This is an optimization exercise on Yosys and OpenROAD, whose aim is a short achievable clock period and few clock cycles, not a production implementation.
Function was checked by simulation only, so behaviour that the tests miss may differ from the original.

**config.mk**
```make
export PLATFORM = sky130hd
export DESIGN_NAME = stack_core
export DESIGN_NICKNAME = stack_core
export VERILOG_FILES = /design/flow/design.v
export SDC_FILE = /design/flow/constraint.sdc
export NUM_CORES = 4
export LEC_CHECK = 0
export CAP_MARGIN = 20
export CORE_MARGIN = 2
export CORE_UTILIZATION = 40
export SLEW_MARGIN = 20
```
**constraint.sdc**
```tcl
create_clock -name core_clock -period 50.0 [get_ports {clk}]
set_input_delay 10.0000 -clock core_clock [delete_from_list [all_inputs] [get_ports {clk}]]
set_output_delay 10.0000 -clock core_clock [all_outputs]
set_load 0.01 [all_outputs]
```
**design.v**
```verilog
module stack_core (
    input  wire        clk,
    input  wire        rst,           
    output reg         mem_req,
    output reg         mem_we,
    output reg  [15:0] mem_addr,
    output reg  [15:0] mem_wdata,
    input  wire [15:0] mem_rdata,
    input  wire        mem_ready,
    output reg         out_valid,
    output reg  [15:0] out_data,
    output wire        halted,
    output wire        faulted,
    output reg  [2:0]  fault_kind,
    output reg  [16:0] fault_pc,
    output reg  [16:0] pc,
    output reg  [16:0] sp,
    output reg  [15:0] fp,
    output reg  [31:0] reads,
    output reg  [31:0] writes
);
    localparam [15:0] OP_HALT   = 16'd0,  OP_NOP    = 16'd1,  OP_ADD    = 16'd2,
                      OP_SUB    = 16'd3,  OP_MULT   = 16'd4,  OP_DIV    = 16'd5,
                      OP_CALL   = 16'd6,  OP_RETURN = 16'd7,  OP_JMP    = 16'd8,
                      OP_JEQ    = 16'd9,  OP_PRINTI = 16'd10, OP_PRINTS = 16'd11,
                      OP_PUSHC  = 16'd12, OP_PUSHA  = 16'd13, OP_PUSHR  = 16'd14,
                      OP_POPA   = 16'd15, OP_POPR   = 16'd16;
    localparam [2:0] F_NONE = 3'd0, F_ADDR = 3'd1, F_ARITH = 3'd2,
                     F_STACK_UNDER = 3'd3, F_STACK_OVER = 3'd4;
    localparam [3:0] S_FETCH  = 4'd0,  S_DECODE = 4'd1,  S_IMM    = 4'd2,
                     S_POPA   = 4'd3,  S_POPB   = 4'd4,  S_EXEC   = 4'd5,
                     S_PUSH   = 4'd6,  S_LOAD   = 4'd7,  S_STORE  = 4'd8,
                     S_POPFP  = 4'd9,  S_POPPC  = 4'd10, S_RETCHK = 4'd11,
                     S_HALTED = 4'd12, S_FAULTED = 4'd13;
    reg [3:0]  state;
    reg [15:0] ir;           
    reg [15:0] imm;          
    reg [15:0] opa;          
    reg [15:0] opb;          
    reg [17:0] ea;           
    reg        call_second;  
    assign halted  = (state == S_HALTED);
    assign faulted = (state == S_FAULTED);
    wire signed [17:0] fp_plus_imm = $signed({2'b00, fp}) + $signed({{2{imm[15]}}, imm});
    wire               ea_bad      = ea[17] || ea[16];
    wire signed [16:0] alu_a = {opa[15], opa};
    wire signed [16:0] alu_b = {opb[15], opb};
    wire signed [16:0] div_q = alu_b / alu_a;
    reg  [15:0] alu_res;
    always @(*) begin
        case (ir)
            OP_ADD:  alu_res = opb + opa;
            OP_SUB:  alu_res = opb - opa;
            OP_MULT: alu_res = opb * opa;
            default: alu_res = div_q[15:0];
        endcase
    end
    always @(*) begin
        mem_req   = 1'b0;
        mem_we    = 1'b0;
        mem_addr  = 16'd0;
        mem_wdata = 16'd0;
        case (state)
            S_FETCH, S_IMM: begin
                mem_req  = !pc[16];
                mem_addr = pc[15:0];
            end
            S_POPA, S_POPB, S_POPFP, S_POPPC: begin
                mem_req  = !sp[16];
                mem_addr = sp[15:0];
            end
            S_PUSH: begin
                mem_req   = (sp != 17'd0);
                mem_we    = 1'b1;
                mem_addr  = sp[15:0] - 16'd1;
                mem_wdata = opa;
            end
            S_LOAD: begin
                mem_req  = !ea_bad;
                mem_addr = ea[15:0];
            end
            S_STORE: begin
                mem_req   = !ea_bad;
                mem_we    = 1'b1;
                mem_addr  = ea[15:0];
                mem_wdata = opa;
            end
            default: ;
        endcase
    end
    wire done = mem_req && mem_ready;
    task automatic raise(input [2:0] kind);
        begin
            fault_kind <= kind;
            state      <= S_FAULTED;
        end
    endtask
    always @(posedge clk) begin
        if (rst) begin
            state       <= S_FETCH;
            pc          <= 17'd0;
            sp          <= 17'd65536;
            fp          <= 16'd0;
            reads       <= 32'd0;
            writes      <= 32'd0;
            fault_kind  <= F_NONE;
            fault_pc    <= 17'd0;
            ir          <= 16'd0;
            imm         <= 16'd0;
            opa         <= 16'd0;
            opb         <= 16'd0;
            ea          <= 18'd0;
            call_second <= 1'b0;
            out_valid   <= 1'b0;
            out_data    <= 16'd0;
        end else begin
            out_valid <= 1'b0;
            case (state)
                S_FETCH: begin
                    fault_pc <= pc;
                    if (pc[16]) begin
                        raise(F_ADDR);
                    end else if (done) begin
                        ir    <= mem_rdata;
                        pc    <= pc + 17'd1;
                        reads <= reads + 32'd1;
                        state <= S_DECODE;
                    end
                end
                S_DECODE: begin
                    call_second <= 1'b0;
                    case (ir)
                        OP_HALT: state <= S_HALTED;
                        OP_ADD, OP_SUB, OP_MULT, OP_DIV, OP_PRINTI, OP_JEQ:
                            state <= S_POPA;
                        OP_CALL, OP_RETURN, OP_JMP, OP_PUSHC, OP_PUSHA,
                        OP_PUSHR, OP_POPA, OP_POPR:
                            state <= S_IMM;
                        default: state <= S_FETCH;    
                    endcase
                end
                S_IMM: begin
                    if (pc[16]) begin
                        raise(F_ADDR);
                    end else if (done) begin
                        imm   <= mem_rdata;
                        pc    <= pc + 17'd1;
                        reads <= reads + 32'd1;
                        case (ir)
                            OP_JMP, OP_JEQ: begin
                                pc    <= {1'b0, mem_rdata};
                                state <= S_FETCH;
                            end
                            OP_PUSHC: begin
                                opa   <= mem_rdata;
                                state <= S_PUSH;
                            end
                            OP_PUSHA: begin
                                ea    <= {2'b00, mem_rdata};
                                state <= S_LOAD;
                            end
                            OP_PUSHR: begin
                                ea    <= $signed({2'b00, fp}) + $signed({{2{mem_rdata[15]}}, mem_rdata});
                                state <= S_LOAD;
                            end
                            OP_CALL: begin
                                if (pc[15:0] == 16'hFFFF) begin
                                    pc <= pc + 17'd1;
                                    raise(F_ADDR);
                                end else begin
                                    opa   <= pc[15:0] + 16'd1;
                                    state <= S_PUSH;
                                end
                            end
                            default: state <= S_POPA;    
                        endcase
                    end
                end
                S_POPA: begin
                    if (sp[16]) begin
                        raise(F_STACK_UNDER);
                    end else if (done) begin
                        opa   <= mem_rdata;
                        sp    <= sp + 17'd1;
                        reads <= reads + 32'd1;
                        case (ir)
                            OP_PRINTI: begin
                                out_valid <= 1'b1;
                                out_data  <= mem_rdata;
                                state     <= S_FETCH;
                            end
                            OP_JEQ: begin
                                if (mem_rdata == 16'd0) begin
                                    state <= S_IMM;
                                end else begin
                                    pc    <= pc + 17'd1;
                                    state <= S_FETCH;
                                end
                            end
                            OP_POPA: begin
                                ea    <= {2'b00, imm};
                                state <= S_STORE;
                            end
                            OP_POPR: begin
                                ea    <= fp_plus_imm;
                                state <= S_STORE;
                            end
                            OP_RETURN: begin
                                sp    <= {1'b0, fp};
                                state <= S_POPFP;
                            end
                            default: state <= S_POPB;    
                        endcase
                    end
                end
                S_POPB: begin
                    if (sp[16]) begin
                        raise(F_STACK_UNDER);
                    end else if (done) begin
                        opb   <= mem_rdata;
                        sp    <= sp + 17'd1;
                        reads <= reads + 32'd1;
                        state <= S_EXEC;
                    end
                end
                S_EXEC: begin
                    if (ir == OP_DIV && opa == 16'd0) begin
                        raise(F_ARITH);
                    end else begin
                        opa   <= alu_res;
                        state <= S_PUSH;
                    end
                end
                S_PUSH: begin
                    if (sp == 17'd0) begin
                        raise(F_STACK_OVER);
                    end else if (done) begin
                        sp     <= sp - 17'd1;
                        writes <= writes + 32'd1;
                        if (ir == OP_CALL && !call_second) begin
                            call_second <= 1'b1;
                            opa         <= fp;
                            state       <= S_PUSH;
                        end else if (ir == OP_CALL) begin
                            fp    <= sp[15:0] - 16'd1;
                            pc    <= {1'b0, imm};
                            state <= S_FETCH;
                        end else begin
                            state <= S_FETCH;
                        end
                    end
                end
                S_LOAD: begin
                    if (ea_bad) begin
                        raise(F_ADDR);
                    end else if (done) begin
                        opa   <= mem_rdata;
                        reads <= reads + 32'd1;
                        state <= S_PUSH;
                    end
                end
                S_STORE: begin
                    if (ea_bad) begin
                        raise(F_ADDR);
                    end else if (done) begin
                        writes <= writes + 32'd1;
                        state  <= S_FETCH;
                    end
                end
                S_POPFP: begin
                    if (done) begin    
                        opb   <= mem_rdata;
                        sp    <= sp + 17'd1;
                        reads <= reads + 32'd1;
                        state <= S_POPPC;
                    end
                end
                S_POPPC: begin
                    fp <= opb;
                    if (sp[16]) begin
                        raise(F_STACK_UNDER);
                    end else if (done) begin
                        pc    <= {1'b0, mem_rdata};
                        sp    <= sp + 17'd1;
                        reads <= reads + 32'd1;
                        state <= S_RETCHK;
                    end
                end
                S_RETCHK: begin
                    if (fp_plus_imm[17] || fp_plus_imm[16]) begin
                        raise(F_ADDR);
                    end else begin
                        sp    <= {1'b0, fp_plus_imm[15:0]};
                        ea    <= fp_plus_imm;
                        state <= S_STORE;
                    end
                end
                default: ;    
            endcase
        end
    end
endmodule
```
**run.sh**
```bash
#!/bin/bash
# synth_recipe.tcl (not shown) runs the flow's synth.tcl, then flattens the netlist and writes it again
# the make line also repeats each setting of config.mk as NAME=value (left out here)
make -C /OpenROAD-flow-scripts/flow DESIGN_CONFIG=/design/flow/config.mk WORK_HOME=/design/flow/orfs CLKGATE_MAP_FILE= SYNTH_SCRIPT=/design/flow/synth_recipe.tcl finish
```
==> results of run 1 <==
==> flip-flops by register name, indices dropped and copies added (netlist names), named ones only <==
signal and count:
reads 32, fault_pc 17, out_valid 1, fp 16, imm 16, opb 16, writes 32, ea 18
out_data 16, call_second 1, fault_kind 3, ir 16, pc 17, opa 16, state 4, sp 17
==> synthesized netlist by cell type (21+ instances only) <==
library cell | instances | area share (%)
sky130_fd_sc_hd__nor3_1 | 114 | 2.0
sky130_fd_sc_hd__or3_1 | 56 | 1.2
sky130_fd_sc_hd__a22oi_1 | 24 | 0.63
sky130_fd_sc_hd__a211oi_1 | 43 | 1.1
sky130_fd_sc_hd__o21ai_0 | 189 | 3.3
sky130_fd_sc_hd__and2_1 | 76 | 1.7
sky130_fd_sc_hd__nand3_1 | 101 | 1.8
sky130_fd_sc_hd__or2_2 | 26 | 0.57
sky130_fd_sc_hd__a31oi_1 | 35 | 0.76
sky130_fd_sc_hd__inv_1 | 198 | 2.6
sky130_fd_sc_hd__ha_1 | 266 | 12
sky130_fd_sc_hd__a311oi_1 | 22 | 0.67
sky130_fd_sc_hd__a221oi_1 | 28 | 0.85
sky130_fd_sc_hd__fa_1 | 83 | 5.8
sky130_fd_sc_hd__o31ai_1 | 27 | 0.70
sky130_fd_sc_hd__nor2_1 | 459 | 6.0
sky130_fd_sc_hd__mux2i_1 | 71 | 2.5
sky130_fd_sc_hd__a21oi_1 | 264 | 4.6
sky130_fd_sc_hd__dfxtp_1 | 241 | 17
sky130_fd_sc_hd__o21a_1 | 57 | 1.5
sky130_fd_sc_hd__nand4_1 | 34 | 0.74
sky130_fd_sc_hd__nor2b_1 | 40 | 0.87
sky130_fd_sc_hd__xnor2_1 | 150 | 4.6
sky130_fd_sc_hd__and3_1 | 39 | 0.85
sky130_fd_sc_hd__o211ai_1 | 34 | 0.89
sky130_fd_sc_hd__a222oi_1 | 21 | 0.73
sky130_fd_sc_hd__a21o_1 | 56 | 1.5
sky130_fd_sc_hd__xor2_1 | 130 | 4.0
sky130_fd_sc_hd__nand2b_1 | 38 | 0.83
sky130_fd_sc_hd__nand2_1 | 452 | 5.9
sky130_fd_sc_hd__mux2_2 | 28 | 1.1
sky130_fd_sc_hd__nor4_1 | 28 | 0.61
sky130_fd_sc_hd__clkbuf_1 | 200 | 2.6
==> cell type report <==
class,count,area share [%]
clock buffers,30,2.208
clock inverters,21,1.165
repair buffers,288,8.121
well taps,950,3.604
inverters,201,2.287
flip-flops and latches,241,14.63
multi-input cells,3256,67.99
==> worst register-to-register path, delay by kind of cell, from the launching register on <==
| kind | cells | cell delay (ns) |
|---|---|---|
| AO/OA/AOI/OAI | 66 | 16.28 |
| XOR/XNOR | 1 | 0.19 |
| adder cells (fa/ha/maj) | 17 | 5.21 |
| buffers and inverters | 6 | 1.14 |
| flip-flops | 1 | 0.87 |
| multiplexers | 6 | 1.71 |
| AND/OR/NAND/NOR | 39 | 12.05 |
==> stage by stage <==
step	utilization, %	std cells	setup WS [ns]
5_1_grt	46.22	4987	9.907
2_1_floorplan	-	3917	17.95
3_3_place_gp	44.65	4936	13.69
3_5_place_dp	44.65	4936	13.28
4_1_cts	46.21	4987	13.07
6_report	46.22	4987	12.39
==> final timing paths <==
| kind | end | slack [ns] | cells past startpoint |
|---|---|---|---|
| setup reg to reg | opa[6] | 12.39 | 135 |
| setup / recovery | opa[6] | 12.39 | 135 |
| hold / removal | fault_kind[0] | 0.45 | 2 |
| hold reg to reg | fault_kind[0] | 0.45 | 2 |
==> metal layers <==
| layer | part of all wire (%) | wire length (µm) |
|---|---|---|
| met5 | 0 | 0 |
| met4 | 5.3 | 6083 |
| met3 | 7.7 | 8760 |
| met2 | 46 | 52400 |
| met1 | 41 | 47190 |
==> cells by family (layout without fill, tap and decap cells) <==
family / Yosys count / in the layout / share of synthesized area (%)
AOI/OAI and AO/OA: 995 / 995 / 23.16
xor gates and xnor gates: 280 / 280 / 8.522
adders and majority gates: 349 / 349 / 17.34
buffers and inverters: 420 / 540 / 5.579
DFF: 241 / 241 / 16.77
muxes: 99 / 99 / 3.565
other: 2 / 2 / 0.02610
and+or+nand+nor: 1531 / 1531 / 25.04
==> results.json, run 1 <==
{
  "synthesis.area_mm2": 0.02878,
  "grtUsageMet2_pct": 49.79,
  "busiest_layer": "met2",
  "most-common-layout-cells": "sky130_fd_sc_hd__nor2_1 (457), sky130_fd_sc_hd__nand2_1 (452), sky130_fd_sc_hd__ha_1 (266)",
  "post-cts-setup-buffers": 0,
  "final.setup_skew_ns": 0.05317,
  "crit_top_cell": "sky130_fd_sc_hd__ha_1",
  "place_area_mm2": 0.03187,
  "timing.critical_path.slowest_cell_delay_ns": 0.87,
  "floorplan.initialDensity_pct": 40.32,
  "min_path_type": "reg -> reg",
  "rsz0062_at_grt": "false",
  "hold_buffers": 0,
  "grt_usage_pct": 29.68,
  "syn-mean-instance-area_um2": 7.347,
  "globalRouteMet3Util_pct": 3.191,
  "worstSetupStartpointType": "flip-flop",
  "synth_seq_cells": 241,
  "via_count_of_the_first_global_routing_pass": 28610,
  "drt.antenna.violating_nets": 0,
  "synthArstFlopShare_pct": 0,
  "gr-total-overflow": 0,
  "fillers": 7335,
  "die-width_um": 272.2,
  "syn2layout_area_growth_pct": 14.63,
  "placementRows": 98,
  "mostFrequentLayoutCell": "sky130_fd_sc_hd__nor2_1",
  "cts.sinks": 241,
  "postCtsResizedCells": 0,
  "timing.final.max_slew_violations": 0,
  "timing.setup.tns_ns": 0,
  "kind_of_cell_adding_the_most_delay_to_the_critical_path": "compound AO/OA/AOI/OAI gates",
  "drc": 0,
  "synth.yosys.warnings": 1,
  "cts_max_level": 1,
  "post-route-cell-area_mm2": 0.03299,
  "critPathArrivalTime_ns": 38.09,
  "synth_edf_count": 0,
  "maximum_number_of_pins_on_one_net_before_global_route_repair": 114,
  "ys.flop_type": "sky130_fd_sc_hd__dfxtp_1",
  "overall_via_count_from_detail_route": 30068,
  "cts_made_buffers": 28,
  "period_needed_ns": 37.61,
  "post_synth_num_cell_types": 99,
  "fp.dieArea_mm2": 0.07410,
  "path_class": "reg -> reg",
  "relSlewSlack_pct": 14.60,
  "timing.rr.start": "opa[0]",
  "endpoint_type_of_the_worst_setup_path": "flip-flop",
  "layout.area.seq_mm2": 0.004825,
  "grt_pass1_wl_mm": 172.9,
  "worst_slew_pin_slew_ns": 1.269,
  "final.period_utilization_pct": 75.22,
  "startpoint": "opa[0]",
  "maximum_clock_frequency_mhz": 26.59,
  "routed_wirelength_mm": 114.4,
  "final_hold_fails": 0,
  "final_layout_size_suffix_gt1_share_pct": 6.193,
  "dr.pass1.iters": 10,
  "critPathSlowestCell": "sky130_fd_sc_hd__dfxtp_1",
  "critical_path.n_buffers_inverters": 6,
  "synthesis.instances": 3917,
  "cts_tree": "done",
  "core_region_area_mm2": 0.07136,
  "startpoint_of_the_lowest_slack_hold_path": "fault_kind[0]",
  "multi_input_comb_area_mm2": 0.02243,
  "antenna-diode-count": 0,
  "result_of_the_run": "no timing/DRC/antenna violations",
  "gp_congestion": 0.9795,
  "grt.met1_usage_pct": 38.17,
  "die_h_um": 272.2,
  "io_buffer_count": 205,
  "final_net_count": 4384,
  "hold_slack_ns": 0.4491,
  "detailedPlacementHpwl_mm": 86.49,
  "clk_path_buf_depth": 3,
  "clkLatencyLatePin_ns": 0.61,
  "count_of_pins_on_the_block_boundary": 206,
  "synth_sequential_area_ratio_pct": 16.77,
  "cts.reportedPaths.clkPinSlew_ns": 0.08,
  "antenna_found_initial": 0,
  "number_of_maximum_capacitance_violations": 0,
  "worstPathRequired_ns": 50.48,
  "synth_nets": 4285,
  "root_buffer": "sky130_fd_sc_hd__clkbuf_16",
  "setup_viol_count_final": 0,
  "violation_count_after_the_first_detailed_route_iteration": 3186,
  "drt-wirelength-per-cell_um": 22.95,
  "path_max_fanout": 23,
  "post_drt_via_cell_ratio": 6.029
}
Testbench counts, summed over its fixed seeds: cycles 524,075.
==> run 2, diff against run 1 <==
--- a/design.v
+++ b/design.v
@@ -32,5 +32,5 @@
                      S_PUSH   = 4'd6,  S_LOAD   = 4'd7,  S_STORE  = 4'd8,
                      S_POPFP  = 4'd9,  S_POPPC  = 4'd10, S_RETCHK = 4'd11,
-                     S_HALTED = 4'd12, S_FAULTED = 4'd13;
+                     S_HALTED = 4'd12, S_FAULTED = 4'd13, S_DIV = 4'd14, S_DIVW = 4'd15;
     reg [3:0]  state;
     reg [15:0] ir;           
@@ -44,7 +44,4 @@
     wire signed [17:0] fp_plus_imm = $signed({2'b00, fp}) + $signed({{2{imm[15]}}, imm});
     wire               ea_bad      = ea[17] || ea[16];
-    wire signed [16:0] alu_a = {opa[15], opa};
-    wire signed [16:0] alu_b = {opb[15], opb};
-    wire signed [16:0] div_q = alu_b / alu_a;
     reg  [15:0] alu_res;
     always @(*) begin
@@ -52,8 +49,68 @@
             OP_ADD:  alu_res = opb + opa;
             OP_SUB:  alu_res = opb - opa;
-            OP_MULT: alu_res = opb * opa;
-            default: alu_res = div_q[15:0];
+            default: alu_res = opb * opa;
         endcase
     end
+    localparam DIVK = 4;
+    reg [15:0] md_a, md_b;    
+    reg [15:0] md_q;
+    reg [16:0] md_r;
+    reg        md_neg;
+    reg [2:0]  md_cnt;
+    function [18:0] pfx_add;
+        input [17:0] x;
+        input [17:0] y;
+        input        cin;
+        reg   [17:0] g, p, gg, pp;
+        reg   [18:0] c;
+        integer i, d;
+        begin
+            g  = x & y;
+            p  = x ^ y;
+            gg = g;
+            pp = p;
+            for (d = 1; d < 18; d = d * 2)
+                for (i = 17; i >= d; i = i - 1) begin
+                    gg[i] = gg[i] | (pp[i] & gg[i-d]);
+                    pp[i] = pp[i] & pp[i-d];
+                end
+            c[0] = cin;
+            for (i = 0; i < 18; i = i + 1)
+                c[i+1] = gg[i] | (pp[i] & cin);
+            pfx_add = {c[18], p ^ c[17:0]};
+        end
+    endfunction
+    reg  [16:0] dv_r;
+    reg  [16:0] dv_rr;
+    reg  [15:0] dv_b;
+    reg  [15:0] dv_q;
+    reg  [18:0] dv_t;
+    integer j;
+    wire       dv_first = (md_cnt == 3'd0);
+    wire [2:0] dv_lz    = !dv_first                ? 3'd0 :
+                          (md_b[15:4]  == 12'd0)   ? 3'd3 :
+                          (md_b[15:8]  == 8'd0)    ? 3'd2 :
+                          (md_b[15:12] == 4'd0)    ? 3'd1 : 3'd0;
+    wire [2:0] dv_step  = dv_first ? dv_lz : md_cnt;
+    wire       dv_last  = (dv_step == (16 / DIVK) - 1);
+    always @(*) begin
+        dv_r = md_r;
+        dv_b = md_b << (DIVK * dv_lz);
+        dv_q = md_q;
+        for (j = 0; j < DIVK; j = j + 1) begin
+            dv_rr = {dv_r[15:0], dv_b[15]};
+            dv_b  = {dv_b[14:0], 1'b0};
+            dv_t  = pfx_add({1'b0, dv_rr}, {2'b11, ~md_a}, 1'b1);
+            if (dv_t[18]) begin
+                dv_r = dv_t[16:0];
+                dv_q = {dv_q[14:0], 1'b1};
+            end else begin
+                dv_r = dv_rr;
+                dv_q = {dv_q[14:0], 1'b0};
+            end
+        end
+    end
+    wire [18:0] neg_q  = pfx_add({2'b11, ~md_q}, 18'd0, 1'b1);
+    wire [15:0] div_res = md_neg ? neg_q[15:0] : md_q;
     always @(*) begin
         mem_req   = 1'b0;
@@ -114,4 +171,10 @@
             out_valid   <= 1'b0;
             out_data    <= 16'd0;
+            md_a        <= 16'd0;
+            md_b        <= 16'd0;
+            md_q        <= 16'd0;
+            md_r        <= 17'd0;
+            md_neg      <= 1'b0;
+            md_cnt      <= 3'd0;
         end else begin
             out_valid <= 1'b0;
@@ -122,8 +185,17 @@
                         raise(F_ADDR);
                     end else if (done) begin
-                        ir    <= mem_rdata;
-                        pc    <= pc + 17'd1;
-                        reads <= reads + 32'd1;
-                        state <= S_DECODE;
+                        ir          <= mem_rdata;
+                        pc          <= pc + 17'd1;
+                        reads       <= reads + 32'd1;
+                        call_second <= 1'b0;
+                        case (mem_rdata)
+                            OP_HALT: state <= S_HALTED;
+                            OP_ADD, OP_SUB, OP_MULT, OP_DIV, OP_PRINTI, OP_JEQ:
+                                state <= S_POPA;
+                            OP_CALL, OP_RETURN, OP_JMP, OP_PUSHC, OP_PUSHA,
+                            OP_PUSHR, OP_POPA, OP_POPR:
+                                state <= S_IMM;
+                            default: state <= S_FETCH;    
+                        endcase
                     end
                 end
@@ -227,4 +299,12 @@
                     if (ir == OP_DIV && opa == 16'd0) begin
                         raise(F_ARITH);
+                    end else if (ir == OP_DIV) begin
+                        md_a   <= opa[15] ? (16'd0 - opa) : opa;
+                        md_b   <= opb[15] ? (16'd0 - opb) : opb;
+                        md_neg <= opa[15] ^ opb[15];
+                        md_q   <= 16'd0;
+                        md_r   <= 17'd0;
+                        md_cnt <= 3'd0;
+                        state  <= S_DIV;
                     end else begin
                         opa   <= alu_res;
@@ -232,4 +312,16 @@
                     end
                 end
+                S_DIV: begin
+                    md_r   <= dv_r;
+                    md_b   <= dv_b;
+                    md_q   <= dv_q;
+                    md_cnt <= dv_step + 3'd1;
+                    if (dv_last)
+                        state <= S_DIVW;
+                end
+                S_DIVW: begin
+                    opa   <= div_res;
+                    state <= S_PUSH;
+                end
                 S_PUSH: begin
                     if (sp == 17'd0) begin
==> run 2 against run 1 <==
Still clean. Die area shrank 6.6%. Critical path depth shrank 125.
==> results.json, run 2 <==
{
  "result_of_the_run": "no timing/DRC/antenna violations",
  "min_path_type": "reg -> reg",
  "synth_nets": 3852,
  "grt.met1_usage_pct": 37.08,
  "overall_via_count_from_detail_route": 26516,
  "worst_slew_pin_slew_ns": 1.167,
  "timing.rr.start": "md_b[9]",
  "syn2layout_area_growth_pct": 15.72,
  "clk_path_buf_depth": 3,
  "gr-total-overflow": 0,
  "cts.reportedPaths.clkPinSlew_ns": 0.06,
  "worstSetupStartpointType": "flip-flop",
  "postCtsResizedCells": 0,
  "critPathArrivalTime_ns": 3.68,
  "clkLatencyLatePin_ns": 0.59,
  "endpoint_type_of_the_worst_setup_path": "output pin",
  "fp.dieArea_mm2": 0.06923,
  "timing.final.max_slew_violations": 0,
  "netlist_top_cells_count": "sky130_fd_sc_hd__nand2_1 (443), sky130_fd_sc_hd__nor2_1 (383), sky130_fd_sc_hd__dfxtp_1 (309), sky130_fd_sc_hd__a21oi_1 (270), sky130_fd_sc_hd__inv_1 (210)",
  "hold_slack_ns": 0.4532,
  "synth.yosys.warnings": 1,
  "maximum_number_of_pins_on_one_net_before_global_route_repair": 111,
  "dr.pass1.iters": 10,
  "final_net_count": 3937,
  "fillers": 6745,
  "layout.area.seq_mm2": 0.006186,
  "syn-mean-instance-area_um2": 7.533,
  "violation_count_after_the_first_detailed_route_iteration": 2771,
  "relSlewSlack_pct": 19.98,
  "drt.antenna.violating_nets": 0,
  "synth_seq_cells": 309,
  "cts_tree": "done",
  "die_h_um": 263.1,
  "setup_viol_count_final": 0,
  "worstPathRequired_ns": 40.00,
  "final.setup_skew_ns": 0.04447,
  "synthArstFlopShare_pct": 0,
  "routed_wirelength_mm": 101.9,
  "grtUsageMet2_pct": 45.56,
  "timing.setup.tns_ns": 0,
  "grt_usage_pct": 28.44,
  "gp_congestion": 0.9397,
  "final.period_utilization_pct": 27.35,
  "path_class": "reg -> out",
  "final_layout_size_suffix_gt1_share_pct": 5.539,
  "startpoint": "state[1]",
  "die-width_um": 263.1,
  "count_of_pins_on_the_block_boundary": 206,
  "critical_path.endpoint": "mem_addr[12]",
  "synthesis.area_mm2": 0.02686,
  "path_max_fanout": 45,
  "busiest_layer": "met2",
  "synthesis.instances": 3565,
  "multi_input_comb_area_mm2": 0.01901,
  "root_buffer": "sky130_fd_sc_hd__clkbuf_16",
  "drc": 0,
  "globalRouteMet3Util_pct": 5.434,
  "synth_most_common_cell": "sky130_fd_sc_hd__nand2_1",
  "io_buffer_count": 205,
  "detailedPlacementHpwl_mm": 74.44,
  "netlist_top_cells_area": "sky130_fd_sc_hd__dfxtp_1 (23%), sky130_fd_sc_hd__ha_1 (8.6%), sky130_fd_sc_hd__nand2_1 (6.2%)",
  "post-cts-setup-buffers": 0,
  "synth_edf_count": 0,
  "via_count_of_the_first_global_routing_pass": 25258,
  "antenna_found_initial": 1,
  "floorplan.initialDensity_pct": 40.63,
  "cts.sinks": 309,
  "synth_top_cell_area_share_pct": 23.03,
  "period_needed_ns": 13.68,
  "synth_sequential_area_ratio_pct": 23.03,
  "rsz0062_at_grt": "false",
  "final_hold_fails": 0,
  "r2r_cells": 46,
  "maximum_clock_frequency_mhz": 73.12,
  "hold_buffers": 0,
  "placementRows": 94,
  "most-common-layout-cells": "sky130_fd_sc_hd__nand2_1 (443), sky130_fd_sc_hd__nor2_1 (379), sky130_fd_sc_hd__dfxtp_1 (309)",
  "grt_pass1_wl_mm": 154.4,
  "antenna-diode-count": 0,
  "ys.flop_type": "sky130_fd_sc_hd__dfxtp_1",
  "core_region_area_mm2": 0.06610,
  "post_synth_num_cell_types": 91,
  "synth_top_cell_by_area": "sky130_fd_sc_hd__dfxtp_1",
  "largestRegisters": "reads: 32 flops, writes: 32 flops, ea: 18 flops",
  "number_of_maximum_capacitance_violations": 0,
  "r2r_path_end": "md_r[12]",
  "mostFrequentLayoutCell": "sky130_fd_sc_hd__nand2_1",
  "post_drt_via_cell_ratio": 5.832,
  "rrSetupSlack_ns": 37.10,
  "cts_made_buffers": 41,
  "cts_max_level": 2,
  "drt-wirelength-per-cell_um": 22.41
}
-- run 2: metal layers --
metal	vias to the layer above	routed length, µm
met5	-	0
met4	0	5229
met3	259	8980
met2	1186	44730
met1	12490	42940
li1	12581	-
-- run 2: area by class of cell --
type	count	share of cell area [%]
flip-flops and latches	309	19.90
inverters	212	2.560
clock inverters	22	0.9018
well taps	864	3.478
repair buffers	278	8.382
multi-input cells	2808	61.15
clock buffers	54	3.619
-- run 2: cells by family (layout without fill, tap and decap cells) --
family / Yosys count / after routing / synth area share, %
XOR/XNOR: 270 / 270 / 8.805
buffers and inverters: 448 / 566 / 6.397
AND/OR/NAND/NOR: 1312 / 1312 / 22.28
adder cells (fa/ha/maj): 268 / 268 / 14.81
multiplexers: 91 / 91 / 3.457
flip-flops: 309 / 309 / 23.03
AO/OA/AOI/OAI: 867 / 867 / 21.22
-- run 2: worst max-delay path, stage by stage, from the launching register on --
cell and delay, ns:
sky130_fd_sc_hd__dfxtp_1 0.31, sky130_fd_sc_hd__buf_4 0.42, sky130_fd_sc_hd__inv_1 0.39, sky130_fd_sc_hd__nor2_1 0.43, sky130_fd_sc_hd__nand2_1 0.18, sky130_fd_sc_hd__buf_4 0.28, sky130_fd_sc_hd__nor2_1 0.13, sky130_fd_sc_hd__nor2_1 0.07
sky130_fd_sc_hd__a21oi_1 0.15, sky130_fd_sc_hd__a221o_1 0.14, sky130_fd_sc_hd__clkdlybuf4s50_1 0.55
-- run 2: worst min-delay path by stage --
stage	startpoint	to	slack, ns	cells past startpoint
4_1_cts	fault_pc[7]	fault_pc[7]	0.45	2
6_report	md_a[15]	md_a[15]	0.45	2
3_5_place_dp	fault_pc[12]	fault_pc[12]	0.45	2
5_1_grt	fault_pc[12]	fault_pc[12]	0.47	2
2_1_floorplan	md_a[15]	md_a[15]	0.43	2
3_3_place_gp	fault_pc[7]	fault_pc[7]	0.44	2
-- run 2: stage by stage --
step | cell area (µm²) | cells | worst slack [ns] | utilization (%)
global placement | 29670 | 4471 | 36.66 | 44.89
floorplan | 26860 | 3565 | 37.48 | -
detailed placement | 29670 | 4471 | 36.59 | 44.89
global route | 31080 | 4547 | 36.10 | 47.02
CTS | 31080 | 4547 | 36.34 | 47.02
finish | 31080 | 4547 | 36.32 | 47.02
Testbench counts of run 2, summed over its fixed seeds: cycles 419,608.
==> run 3, diff against run 2 <==
--- a/design.v
+++ b/design.v
@@ -52,5 +52,5 @@
         endcase
     end
-    localparam DIVK = 4;
+    localparam DIVK = 2;
     reg [15:0] md_a, md_b;    
     reg [15:0] md_q;
@@ -88,8 +88,13 @@
     integer j;
     wire       dv_first = (md_cnt == 3'd0);
-    wire [2:0] dv_lz    = !dv_first                ? 3'd0 :
-                          (md_b[15:4]  == 12'd0)   ? 3'd3 :
-                          (md_b[15:8]  == 8'd0)    ? 3'd2 :
-                          (md_b[15:12] == 4'd0)    ? 3'd1 : 3'd0;
+    reg  [2:0] dv_lzc;
+    integer z;
+    always @(*) begin
+        dv_lzc = 3'd0;
+        for (z = 1; z < 16 / DIVK; z = z + 1)
+            if ((md_b >> (16 - DIVK * z)) == 16'd0)
+                dv_lzc = z;
+    end
+    wire [2:0] dv_lz    = dv_first ? dv_lzc : 3'd0;
     wire [2:0] dv_step  = dv_first ? dv_lz : md_cnt;
     wire       dv_last  = (dv_step == (16 / DIVK) - 1);
@@ -201,14 +206,6 @@
                 end
                 S_DECODE: begin
-                    call_second <= 1'b0;
-                    case (ir)
-                        OP_HALT: state <= S_HALTED;
-                        OP_ADD, OP_SUB, OP_MULT, OP_DIV, OP_PRINTI, OP_JEQ:
-                            state <= S_POPA;
-                        OP_CALL, OP_RETURN, OP_JMP, OP_PUSHC, OP_PUSHA,
-                        OP_PUSHR, OP_POPA, OP_POPR:
-                            state <= S_IMM;
-                        default: state <= S_FETCH;    
-                    endcase
+                    ea    <= fp_plus_imm;
+                    state <= S_LOAD;
                 end
                 S_IMM: begin
@@ -233,6 +230,5 @@
                             end
                             OP_PUSHR: begin
-                                ea    <= $signed({2'b00, fp}) + $signed({{2{mem_rdata[15]}}, mem_rdata});
-                                state <= S_LOAD;
+                                state <= S_DECODE;    
                             end
                             OP_CALL: begin
==> run 3 against run 2 <==
Still clean on timing, DRC and antenna. Routed wire length is 10% lower. Maximum frequency is 1.7% lower. Hold slack worse by 0.0013 ns. Highest routed layer is now met5.
==> results.json, run 3 <==
{
  "count_of_pins_on_the_block_boundary": 206,
  "number_of_maximum_capacitance_violations": 0,
  "gr-total-overflow": 0,
  "rsz0062_at_grt": "false",
  "cts.reportedPaths.clkPinSlew_ns": 0.06,
  "critPathArrivalTime_ns": 3.91,
  "critPathSlowestCell": "sky130_fd_sc_hd__or4_1",
  "final_hold_fails": 0,
  "setup_viol_count_final": 0,
  "result_of_the_run": "no timing/DRC/antenna violations",
  "cts_max_level": 2,
  "critical_path.n_buffers_inverters": 2,
  "dp.cells": 4166,
  "worstSetupStartpointType": "flip-flop",
  "timing.critical_path.slowest_cell_delay_ns": 0.73,
  "io_buffer_count": 205,
  "timing.final.max_slew_violations": 0,
  "period_needed_ns": 13.91,
  "largestRegisters": "reads: 32 flops, writes: 32 flops, ea: 18 flops",
  "mostFrequentLayoutCell": "sky130_fd_sc_hd__nand2_1",
  "ys.flop_type": "sky130_fd_sc_hd__dfxtp_1",
  "dr.pass1.iters": 8,
  "drt-wirelength-per-cell_um": 21.57,
  "postCtsResizedCells": 0,
  "final_layout_size_suffix_gt1_share_pct": 6.388,
  "die_h_um": 253.4,
  "cts_tree": "done",
  "cts.sinks": 306,
  "synth_seq_cells": 306,
  "path_class": "reg -> out",
  "final.setup_skew_ns": 0.02468,
  "root_buffer": "sky130_fd_sc_hd__clkbuf_16",
  "holdPathEnd": "out_data[6]",
  "violation_count_after_the_first_detailed_route_iteration": 2329,
  "min_path_type": "reg -> reg",
  "synth.yosys.warnings": 1,
  "post_synth_num_cell_types": 87,
  "netlist_top_cells_area": "sky130_fd_sc_hd__dfxtp_1 (25%), sky130_fd_sc_hd__nand2_1 (6.8%), sky130_fd_sc_hd__fa_1 (6.6%)",
  "gp_congestion": 0.9568,
  "die-width_um": 253.4,
  "routed_wirelength_mm": 91.38,
  "grt_pass1_wl_mm": 139.2,
  "timing.setup.tns_ns": 0,
  "timing.rr.start": "md_b[8]",
  "synth_sequential_area_ratio_pct": 24.62,
  "whs_path_depth": 2,
  "path_max_fanout": 11,
  "synth_most_common_cell": "sky130_fd_sc_hd__nand2_1",
  "synth_top_cell_area_share_pct": 24.62,
  "post_drt_via_cell_ratio": 5.775,
  "rrSetupSlack_ns": 41.53,
  "worst_slew_pin_slew_ns": 1.118,
  "crit_path_cell_trace": "inv_1 -> ha_1 -> or4b_4 -> or4_1 -> nor4_1 -> xnor2_1 -> nand2b_1 -> nand2_1 -> clkdlybuf4s50_1",
  "kind_of_cell_adding_the_most_delay_to_the_critical_path": "simple AND/OR/NAND/NOR gates",
  "synthesis.area_mm2": 0.02488,
  "antenna_found_initial": 2,
  "relSlewSlack_pct": 24.88,
  "synth_edf_count": 0,
  "placementRows": 91,
  "floorplan.initialDensity_pct": 40.39,
  "instances_no_fill": 4236,
  "worstPathRequired_ns": 40.00,
  "hold_buffers": 0,
  "detailedPlacementHpwl_mm": 66.05,
  "synthesis.instances": 3297,
  "maximum_number_of_pins_on_one_net_before_global_route_repair": 184,
  "r2r_path_end": "md_r[3]",
  "fillers": 6210,
  "r2r_cells": 27,
  "syn-mean-instance-area_um2": 7.547,
  "final_net_count": 3602,
  "drt.antenna.violating_nets": 0,
  "post-cts-setup-buffers": 0,
  "via_count_of_the_first_global_routing_pass": 22817,
  "clkLatencyLatePin_ns": 0.57,
  "grt_usage_pct": 28.00,
  "clk_path_buf_depth": 3,
  "maximum_clock_frequency_mhz": 71.88,
  "synth_nets": 3529,
  "final.period_utilization_pct": 27.82,
  "synthArstFlopShare_pct": 0,
  "synth_top_cell_by_area": "sky130_fd_sc_hd__dfxtp_1",
  "cts_made_buffers": 39,
  "fp.dieArea_mm2": 0.06421,
  "core_region_area_mm2": 0.06160,
  "syn2layout_area_growth_pct": 16.39,
  "drc": 0,
  "most-common-layout-cells": "sky130_fd_sc_hd__nand2_1 (454), sky130_fd_sc_hd__nor2_1 (346), sky130_fd_sc_hd__dfxtp_1 (306)",
  "overall_via_count_from_detail_route": 24464,
  "startpoint_of_the_lowest_slack_hold_path": "out_data[6]",
  "endpoint_type_of_the_worst_setup_path": "output pin",
  "netlist_top_cells_count": "sky130_fd_sc_hd__nand2_1 (454), sky130_fd_sc_hd__nor2_1 (349), sky130_fd_sc_hd__dfxtp_1 (306), sky130_fd_sc_hd__a21oi_1 (239), sky130_fd_sc_hd__clkbuf_1 (210)"
}
## run 3: worst reg2reg max path, stage by stage (launching register included)
cell and delay, ns:
sky130_fd_sc_hd__dfxtp_1 0.36, sky130_fd_sc_hd__nor4_1 0.59, sky130_fd_sc_hd__o311ai_0 0.27, sky130_fd_sc_hd__a22oi_1 0.67, sky130_fd_sc_hd__buf_4 0.34, sky130_fd_sc_hd__mux2i_1 0.38
sky130_fd_sc_hd__mux2i_1 0.15, sky130_fd_sc_hd__a21oi_1 0.33, sky130_fd_sc_hd__inv_1 0.08, sky130_fd_sc_hd__ha_1 0.31, sky130_fd_sc_hd__o211ai_1 0.26, sky130_fd_sc_hd__a21oi_1 0.19
sky130_fd_sc_hd__o311a_1 0.43, sky130_fd_sc_hd__o21a_1 0.25, sky130_fd_sc_hd__o21ai_0 0.34, sky130_fd_sc_hd__a21oi_2 0.08, sky130_fd_sc_hd__buf_4 0.23, sky130_fd_sc_hd__mux2_2 0.31
sky130_fd_sc_hd__ha_1 0.35, sky130_fd_sc_hd__a21oi_1 0.22, sky130_fd_sc_hd__a21oi_1 0.09, sky130_fd_sc_hd__a21oi_1 0.17, sky130_fd_sc_hd__a31oi_1 0.16, sky130_fd_sc_hd__a211oi_1 0.45
sky130_fd_sc_hd__o21bai_1 0.19, sky130_fd_sc_hd__a211o_1 0.60, sky130_fd_sc_hd__and3_1 0.30, sky130_fd_sc_hd__a221o_1 0.26
## run 3: how the worst max path moves through the flow
stage	from	to	cells past startpoint
global placement	sp[0]	mem_addr[14]	9
floorplan	sp[0]	mem_addr[14]	10
CTS	sp[0]	mem_addr[14]	9
finish	sp[0]	mem_addr[14]	9
global route	sp[0]	mem_addr[14]	9
detailed placement	sp[0]	mem_addr[14]	9
## run 3: stage by stage
stage | hold WS (ns) | worst slack (ns) | cell area [µm²] | util [%]
final | 0.4519 | 36.09 | 28960 | 47.01
after global routing | 0.4792 | 35.83 | 28950 | 47.00
after CTS | 0.4540 | 36.08 | 28950 | 47.00
after detailed placement | 0.4475 | 36.71 | 27670 | 44.92
after global placement | 0.4425 | 36.74 | 27660 | 44.91
after floorplan | 0.4279 | 37.48 | 24880 | -
## run 3: cell families (layout without fill, tap and decap cells)
kind of cell	Yosys count	after routing	share of synthesized area, %
adders and majority gates	213	213	13.19
muxes	70	70	2.846
DFF	306	306	24.62
buffers and inverters	420	520	6.613
other	0	2	0
and+or+nand+nor	1292	1292	24.19
AOI/OAI and AO/OA	772	772	20.66
xor gates and xnor gates	224	224	7.885
## run 3: routing by layer
layer	global-route usage, %	up-vias	wire length [µm]
met1	37.32	11593	38650
li1	-	11626	-
met4	10.36	2	3497
met3	5.345	208	7667
met5	0	-	13
met2	44.81	1035	41550
## run 3: final cells by class
type,instances,area [µm²],share of cell area [%]
timing repair buffer,279,2625,9.065
tap,837,1047,3.616
clock inverter,10,86.33,0.2981
multi-input combinational,2571,17220,59.46
clock buffer,58,1200,4.143
inverter,173,649.4,2.242
sequential,306,6126,21.15
antenna,2,5.005,0.01728
Testbench counts of run 3, summed over its fixed seeds: cycles 423,908.
==> run 4, diff against run 3 <==
--- a/design.v
+++ b/design.v
@@ -135,5 +135,5 @@
                 mem_req   = (sp != 17'd0);
                 mem_we    = 1'b1;
-                mem_addr  = sp[15:0] - 16'd1;
+                mem_addr  = sp_m1[15:0];
                 mem_wdata = opa;
             end
@@ -152,4 +152,31 @@
     end
     wire done = mem_req && mem_ready;
+    reg [16:0] pc_p1, sp_p1, sp_m1;
+    reg [31:0] reads_p1, writes_p1;
+    task set_pc(input [16:0] v);
+        begin
+            pc    <= v;
+            pc_p1 <= v + 17'd1;
+        end
+    endtask
+    task set_sp(input [16:0] v);
+        begin
+            sp    <= v;
+            sp_p1 <= v + 17'd1;
+            sp_m1 <= v - 17'd1;
+        end
+    endtask
+    task inc_reads;
+        begin
+            reads    <= reads_p1;
+            reads_p1 <= reads_p1 + 32'd1;
+        end
+    endtask
+    task inc_writes;
+        begin
+            writes    <= writes_p1;
+            writes_p1 <= writes_p1 + 32'd1;
+        end
+    endtask
     task automatic raise(input [2:0] kind);
         begin
@@ -161,9 +188,11 @@
         if (rst) begin
             state       <= S_FETCH;
-            pc          <= 17'd0;
-            sp          <= 17'd65536;
+            set_pc(17'd0);
+            set_sp(17'd65536);
             fp          <= 16'd0;
             reads       <= 32'd0;
+            reads_p1    <= 32'd1;
             writes      <= 32'd0;
+            writes_p1   <= 32'd1;
             fault_kind  <= F_NONE;
             fault_pc    <= 17'd0;
@@ -191,6 +220,6 @@
                     end else if (done) begin
                         ir          <= mem_rdata;
-                        pc          <= pc + 17'd1;
-                        reads       <= reads + 32'd1;
+                        set_pc(pc_p1);
+                        inc_reads;
                         call_second <= 1'b0;
                         case (mem_rdata)
@@ -214,9 +243,9 @@
                     end else if (done) begin
                         imm   <= mem_rdata;
-                        pc    <= pc + 17'd1;
-                        reads <= reads + 32'd1;
+                        set_pc(pc_p1);
+                        inc_reads;
                         case (ir)
                             OP_JMP, OP_JEQ: begin
-                                pc    <= {1'b0, mem_rdata};
+                                set_pc({1'b0, mem_rdata});
                                 state <= S_FETCH;
                             end
@@ -234,5 +263,5 @@
                             OP_CALL: begin
                                 if (pc[15:0] == 16'hFFFF) begin
-                                    pc <= pc + 17'd1;
+                                    set_pc(pc_p1);
                                     raise(F_ADDR);
                                 end else begin
@@ -250,6 +279,6 @@
                     end else if (done) begin
                         opa   <= mem_rdata;
-                        sp    <= sp + 17'd1;
-                        reads <= reads + 32'd1;
+                        set_sp(sp_p1);
+                        inc_reads;
                         case (ir)
                             OP_PRINTI: begin
@@ -262,5 +291,5 @@
                                     state <= S_IMM;
                                 end else begin
-                                    pc    <= pc + 17'd1;
+                                    set_pc(pc_p1);
                                     state <= S_FETCH;
                                 end
@@ -275,5 +304,5 @@
                             end
                             OP_RETURN: begin
-                                sp    <= {1'b0, fp};
+                                set_sp({1'b0, fp});
                                 state <= S_POPFP;
                             end
@@ -287,6 +316,6 @@
                     end else if (done) begin
                         opb   <= mem_rdata;
-                        sp    <= sp + 17'd1;
-                        reads <= reads + 32'd1;
+                        set_sp(sp_p1);
+                        inc_reads;
                         state <= S_EXEC;
                     end
@@ -324,6 +353,6 @@
                         raise(F_STACK_OVER);
                     end else if (done) begin
-                        sp     <= sp - 17'd1;
-                        writes <= writes + 32'd1;
+                        set_sp(sp_m1);
+                        inc_writes;
                         if (ir == OP_CALL && !call_second) begin
                             call_second <= 1'b1;
@@ -331,6 +360,6 @@
                             state       <= S_PUSH;
                         end else if (ir == OP_CALL) begin
-                            fp    <= sp[15:0] - 16'd1;
-                            pc    <= {1'b0, imm};
+                            fp    <= sp_m1[15:0];
+                            set_pc({1'b0, imm});
                             state <= S_FETCH;
                         end else begin
@@ -344,5 +373,5 @@
                     end else if (done) begin
                         opa   <= mem_rdata;
-                        reads <= reads + 32'd1;
+                        inc_reads;
                         state <= S_PUSH;
                     end
@@ -352,5 +381,5 @@
                         raise(F_ADDR);
                     end else if (done) begin
-                        writes <= writes + 32'd1;
+                        inc_writes;
                         state  <= S_FETCH;
                     end
@@ -359,6 +388,6 @@
                     if (done) begin    
                         opb   <= mem_rdata;
-                        sp    <= sp + 17'd1;
-                        reads <= reads + 32'd1;
+                        set_sp(sp_p1);
+                        inc_reads;
                         state <= S_POPPC;
                     end
@@ -369,7 +398,7 @@
                         raise(F_STACK_UNDER);
                     end else if (done) begin
-                        pc    <= {1'b0, mem_rdata};
-                        sp    <= sp + 17'd1;
-                        reads <= reads + 32'd1;
+                        set_pc({1'b0, mem_rdata});
+                        set_sp(sp_p1);
+                        inc_reads;
                         state <= S_RETCHK;
                     end
@@ -379,5 +408,5 @@
                         raise(F_ADDR);
                     end else begin
-                        sp    <= {1'b0, fp_plus_imm[15:0]};
+                        set_sp({1'b0, fp_plus_imm[15:0]});
                         ea    <= fp_plus_imm;
                         state <= S_STORE;
==> run 4 against run 3 <==
First-iteration DRC count increased by 39%. Synthesized area increased by 27%. Clock skew increased by 0.033 ns. Register-to-register slack improved by 2.0 ns. Critical endpoint is now mem_req. Routed wire length increased by 32%. Critical path type unchanged. Still clean on timing, DRC and antenna. Non-clock buffer count increased by 46.
==> results.json, run 4 <==
{
  "synth_top_cell_area_share_pct": 26.70,
  "cts.sinks": 420,
  "post_drt_via_cell_ratio": 5.901,
  "via_count_of_the_first_global_routing_pass": 29324,
  "place_area_mm2": 0.03466,
  "final.setup_skew_ns": 0.05733,
  "routed_wirelength_mm": 120.3,
  "detailedPlace.worstSlack_ns": 36.68,
  "gr-total-overflow": 0,
  "synthesis.area_mm2": 0.03149,
  "fillers": 7750,
  "grt_usage_pct": 28.62,
  "ys.flop_type": "sky130_fd_sc_hd__dfxtp_1",
  "postCtsResizedCells": 0,
  "synthesis.instances": 4185,
  "die-width_um": 284.6,
  "worstSetupStartpointType": "flip-flop",
  "maximum_number_of_pins_on_one_net_before_global_route_repair": 99,
  "floorplan.initialDensity_pct": 40.52,
  "final_net_count": 4483,
  "synth_most_common_cell": "sky130_fd_sc_hd__nand2_1",
  "drt-wirelength-per-cell_um": 22.63,
  "fp.dieArea_mm2": 0.08099,
  "crit_path_cell_trace": "buf_4 -> nor4bb_4 -> buf_4 -> a211o_1 -> a221o_1 -> nand2b_1 -> clkdlybuf4s50_1",
  "timing.setup.tns_ns": 0,
  "syn2layout_area_growth_pct": 15.15,
  "relSlewSlack_pct": 21.62,
  "io_buffer_count": 205,
  "cts_tree": "done",
  "endpoint_type_of_the_worst_setup_path": "output pin",
  "mostFrequentLayoutCell": "sky130_fd_sc_hd__nand2_1",
  "hold_buffers": 0,
  "violation_count_after_the_first_detailed_route_iteration": 3227,
  "cts_max_level": 2,
  "path_max_fanout": 26,
  "layout.area.seq_mm2": 0.008408,
  "placementRows": 102,
  "grt_pass1_wl_mm": 181.8,
  "multi_input_comb_area_mm2": 0.02133,
  "netlist_top_cells_count": "sky130_fd_sc_hd__nand2_1 (624), sky130_fd_sc_hd__nor2_1 (431), sky130_fd_sc_hd__dfxtp_1 (420), sky130_fd_sc_hd__a21oi_1 (315), sky130_fd_sc_hd__clkbuf_1 (268)",
  "synth_seq_cells": 420,
  "drc": 0,
  "synth_nets": 4424,
  "clk_path_buf_depth": 3,
  "most-common-layout-cells": "sky130_fd_sc_hd__nand2_1 (624), sky130_fd_sc_hd__nor2_1 (427), sky130_fd_sc_hd__dfxtp_1 (420)",
  "cts_made_buffers": 48,
  "rsz0062_at_grt": "false",
  "synth_sequential_area_ratio_pct": 26.70,
  "cts.reportedPaths.clkPinSlew_ns": 0.07,
  "final_layout_size_suffix_gt1_share_pct": 6.124,
  "detailedPlacementHpwl_mm": 85.24,
  "antenna-diode-count": 0,
  "post-route-cell-area_mm2": 0.03626,
  "synth_top_cell_by_area": "sky130_fd_sc_hd__dfxtp_1",
  "antenna_found_initial": 1,
  "maximum_clock_frequency_mhz": 71.11,
  "final.period_utilization_pct": 28.13,
  "setup_viol_count_final": 0,
  "die_h_um": 284.6,
  "post-route-worst-setup-slack_ns": 35.94,
  "worstPathRequired_ns": 40.00,
  "final_hold_fails": 0,
  "timing.final.max_slew_violations": 0,
  "timing.critical_path.slowest_cell_delay_ns": 0.64,
  "core_region_area_mm2": 0.07772,
  "synth.yosys.warnings": 1,
  "min_path_type": "reg -> reg",
  "syn-mean-instance-area_um2": 7.525,
  "number_of_maximum_capacitance_violations": 0,
  "post-cts-setup-buffers": 0,
  "result_of_the_run": "no timing/DRC/antenna violations",
  "crit_top_cell": "sky130_fd_sc_hd__buf_4",
  "root_buffer": "sky130_fd_sc_hd__clkbuf_16",
  "overall_via_count_from_detail_route": 31383,
  "critPathArrivalTime_ns": 4.06,
  "synthArstFlopShare_pct": 0,
  "drt.antenna.violating_nets": 0,
  "period_needed_ns": 14.06,
  "clkLatencyLatePin_ns": 0.65,
  "synth_edf_count": 0,
  "worst_slew_pin_slew_ns": 1.168,
  "gp_congestion": 0.9961,
  "count_of_pins_on_the_block_boundary": 206,
  "critPathSlowestCell": "sky130_fd_sc_hd__a211o_1",
  "path_class": "reg -> out",
  "post_synth_num_cell_types": 89,
  "netlist_top_cells_area": "sky130_fd_sc_hd__dfxtp_1 (27%), sky130_fd_sc_hd__nand2_1 (7.4%), sky130_fd_sc_hd__ha_1 (5.5%)",
  "dr.pass1.iters": 11
}
## run 4: cell types whose count changed after synthesis, sizes merged, moves of 23 or more
| cell | delta |
|---|---|
| clkbuf | +58 |
| a211oi | +54 |
| nand3 | +51 |
| nor2 | +81 |
| nand2 | +169 |
| dfxtp | +114 |
| nand4 | +23 |
| xor2 | +40 |
| xnor2 | +35 |
| a21oi | +75 |
## run 4: stage by stage
| step | utilization (%) | hold slack [ns] | cells |
|---|---|---|---|
| after floorplan | - | 0.4319 | 4185 |
| after global placement | 44.59 | 0.4412 | 5234 |
| after detailed placement | 44.59 | 0.4453 | 5234 |
| after CTS | 46.66 | 0.4541 | 5318 |
| after global routing | 46.66 | 0.4736 | 5318 |
| final | 46.66 | 0.4521 | 5318 |
## run 4: layout make-up
cell class                 count  share of cell area (%)
timing repair buffer         325                   8.157
multi-input combinational   3272                   58.81
clock inverter                18                  0.7867
inverter                     177                   1.832
sequential                   420                   23.19
clock buffer                  66                   3.637
tap                         1040                   3.588
## run 4: path summary, 6_finish.rpt
| check | start | to | slack (ns) | cells after the start |
|---|---|---|---|---|
| setup / recovery | state[1] | mem_req | 35.94 | 7 |
| hold / removal | reads[28] | reads[28] | 0.45 | 2 |
| setup reg to reg | md_b[15] | md_r[6] | 43.52 | 26 |
| hold reg to reg | reads[28] | reads[28] | 0.45 | 2 |
## run 4: cells by family (layout without fill, tap and decap cells)
group / count (synthesis) / after routing / share of synthesized area (%)
flip-flops: 420 / 420 / 26.70
multiplexers: 101 / 101 / 3.286
adder cells (fa/ha/maj): 220 / 220 / 10.70
XOR/XNOR: 299 / 299 / 8.315
AO/OA/AOI/OAI: 953 / 953 / 20.00
buffers and inverters: 493 / 586 / 5.975
AND/OR/NAND/NOR: 1699 / 1699 / 25.03
## run 4: worst max-delay path, delay by kind of cell, from the launching register on
| kind | cells | cell delay (ns) |
|---|---|---|
| AOI/OAI and AO/OA | 2 | 0.93 |
| buffers and inverters | 3 | 1.30 |
| DFF | 1 | 0.59 |
| and+or+nand+nor | 2 | 0.57 |
## run 4: layer usage
layer / up-vias / share of wire (%) / GRT usage, %
met5: - / 0 / 0
met4: 0 / 4.5 / 12.18
met3: 262 / 8.2 / 5.064
met2: 1303 / 45 / 45.58
met1: 15011 / 42 / 37.96
li1: 14807 / - / -
Testbench counts of run 4, summed over its fixed seeds: cycles 423,908.

==> separate check: timing with driven ports <==
The flow's constraints put no driver on any port. The routed layouts listed below were extracted and timed again, unchanged, in two steps. Step 1 sets driving cells, clkbuf_16 on the clock port and buf_2 on the other inputs (assumed; they add their load-dependent delay and slew). Step 2 adds t to the input delays and takes it off the output delays; t is the mean of the earliest and latest rising clock arrival at the registers after step 1. Input paths then give back, and output paths get back, about the clock's delay inside the block. Slacks: ideal ports / drivers / drivers and shift; pairs: ideal ports / drivers.
| run | t, ns | setup slack, ns | worst register clock-pin slew, ns |
|---|---|---|---|
| run 1 | 0.641 | 12.392 / 12.392 / 12.392 | 0.08 / 0.08 |
| run 2 | 0.635 | 36.324 / 36.260 / 36.517 | 0.06 / 0.06 |
| run 3 | 0.618 | 36.089 / 36.027 / 36.645 | 0.07 / 0.07 |
| run 4 | 0.689 | 35.937 / 35.869 / 36.558 | 0.07 / 0.07 |
After both steps setup and hold are still met in every run listed.
